Background: an optimization exercise with open tools, aiming at small area. Do not read the settings as production practice. Where RTL was checked, it was by simulation tests only, not by an equivalence proof against the original. Power is estimated from default activity; no workload was simulated.

Design kfs, start of the top module:
module kfs (
    input  wire         clk,
    input  wire         rst,           
    input  wire         in_valid,
    input  wire [15:0]  in_word,
    input  wire [5:0]   buf_addr,
    output reg  [3:0]   ev,
    output reg          st_ill,
    output wire [3:0]   fs_idx,
    output wire         frame_done,
    output wire         dpt_ok,
    output wire [4:0]   rd_d1,
    output wire [4:0]   rd_d2,
    output wire [4:0]   rd_d3,
    output wire         rd_dp,
    output wire         rd_ind,
    output wire [4:0]   dpt_len,
    output wire [159:0] dpt_out,
    output wire [1:0]   cv_st,
    output wire [6:0]   cv_len,
    output wire [7:0]   cv_sum,
    output wire         cv_hold,
    output wire         cv_trunc,
    output wire [7:0]   buf_rd,
    output wire [1:0]   sc_stat,
    output wire [3:0]   sc_olen,
    output wire [95:0]  sc_out
);
export LEC_CHECK = 0
export CAP_MARGIN = 20
export CORE_MARGIN = 2
export CORE_UTILIZATION = 30
export CTS_BUF_LIST = sky130_fd_sc_hd__clkbuf_8 sky130_fd_sc_hd__clkbuf_16
export CTS_CLUSTER_DIAMETER = 100
export CTS_CLUSTER_SIZE = 30
export PLACE_DENSITY = 0.5
export SLEW_MARGIN = 20
export SYNTH_HIERARCHICAL = 1
create_clock -name core_clock -period 20.0 [get_ports {clk}]
standard.sh (not shown) runs the stock make flow with config.mk's settings and CLKGATE_MAP_FILE= SYNTH_SCRIPT=/design/flow/synth_recipe.tcl, a recipe that flattens the netlist after the stock synthesis.
==> flow/flow/run.sh <==
#!/bin/bash
# Standard layout, with the smallest buffer on each input and output port
# in place of the default port buffer.
set -euo pipefail
export BUFFER_PORTS_ARGS="-buffer_cell sky130_fd_sc_hd__buf_1"
bash standard.sh > standard.log 2>&1
Then changed:
--- a/flow/design.v
+++ b/flow/design.v
@@ -364,72 +364,63 @@
     localparam ST_ACC  = 2'd0;
     localparam ST_CKB  = 2'd1;
     localparam ST_HOLD = 2'd2;
     localparam [63:0] MARK8 = 64'h43_68_65_63_6B_73_75_6D;    
     localparam [7:0]  MARK_LAST = 8'h09;
     reg [1:0]   cst;
     reg [5:0]   clen;                
     reg [7:0]   csum;
     reg         ctrunc;
-    reg [503:0] sr;                  
+    reg [511:0] sr;                  
     wire [5:0] cn     = clen + 6'd1;
     wire [7:0] cs     = csum + b;
     wire       at_cap = (clen == 6'd63);
     wire       ended  = (cst == ST_CKB) || at_cap;
     wire       marker = (clen[5:3] != 3'd0) && (sr[63:0] == MARK8) && (b == MARK_LAST);
     wire       active = do_cv_push && (cst != ST_HOLD);
     wire cv_ev_ok      = active && ended && (cs == 8'd0);
     wire cv_ev_discard = active && ended && (cs != 8'd0);
     always @(posedge clk) begin
-        if (active && !ended)
-            sr <= {sr[495:0], b};
+        if (active)
+            sr <= {sr[503:0], b};
     end
     always @(posedge clk) begin
         if (rst || do_cv_start) begin
             cst    <= ST_ACC;
             clen   <= 6'd0;
             csum   <= 8'd0;
             ctrunc <= 1'b0;
         end else if (active) begin
             if (!ended) begin
                 clen <= cn;
                 csum <= cs;
                 if (marker)
                     cst <= ST_CKB;
             end else if (cs == 8'd0) begin
                 clen   <= cn;
+                csum   <= 8'd0;
                 cst    <= ST_HOLD;
                 ctrunc <= (cst == ST_ACC);
             end else begin
                 clen   <= 6'd0;
                 csum   <= 8'd0;
                 cst    <= ST_ACC;
                 ctrunc <= 1'b0;
             end
         end
     end
     assign cv_st    = cst;
     assign cv_hold  = (cst == ST_HOLD);
     assign cv_len   = {cv_hold && (clen == 6'd0), clen};
-    assign cv_sum   = cv_hold ? 8'd0 : csum;
+    assign cv_sum   = csum;
     assign cv_trunc = ctrunc;
     wire [5:0] depth = clen + ~buf_addr;
-    reg  [7:0] last;
-    reg        lo_set;
-    integer    ni;
-    always @* begin
-        lo_set = 1'b0;
-        for (ni = 0; ni < 8; ni = ni + 1) begin
-            last[ni] = csum[ni] ^ lo_set;
-            lo_set   = lo_set | csum[ni];
-        end
-    end
-    kfs_rdmux u_rd (.sr({sr, last}), .depth(depth), .rd(buf_rd));
+    kfs_rdmux u_rd (.sr(sr), .depth(depth), .rd(buf_rd));
     localparam K_I = 2'd1;
     localparam STAT_NONE    = 2'd0;
     localparam STAT_OK      = 2'd1;
     localparam STAT_MISSING = 2'd2;
     localparam STAT_BADTOK  = 2'd3;
     reg [43:0] slot;                 
     reg [3:0]  sp;                   
     reg        sg;                   
     reg        bad;
Die area hardly moves.
Worst hold slack gets better by 0.0089 ns.
Routed wire length falls by 5.9%.
Sequential power barely changes.
Final cell count falls by 1.4%.
Setup slack gets worse by 0.011 ns.
Fmax is about the same.
Synthesized cell count falls by 2.6%.
Final area hardly moves.
Utilization stays flat.
Only the layout flow was run in the first run of this note; the RTL was not checked for function there.

## afterwards: timing with drivers on the ports
Ports are ideal in the flow. The routed layouts listed here were re-timed in OpenROAD.
Step 1, drivers: a clkbuf_16 drives clk and a buf_2 each remaining input, both assumed.
Step 2 also shifts input and output timing later by t, the mid clock arrival at the registers, as if the neighbouring blocks saw the same clock.
Three values: ideal ports, drivers, drivers and shift; two values: the first two.
run	t (ns)	setup slack, ns	latest minus earliest clock arrival (ns)	worst register clock-pin slew, ns
the first run	0.659	7.379 / 7.346 / 7.346	0.031 / 0.031	0.12 / 0.12
the second run	0.673	7.368 / 7.342 / 7.342	0.053 / 0.053	0.12 / 0.12
After both steps every run listed still meets setup and hold. For the first run, which loses most, drivers alone change the setup slack by -0.033 ns; drivers and shift together by -0.033 ns.
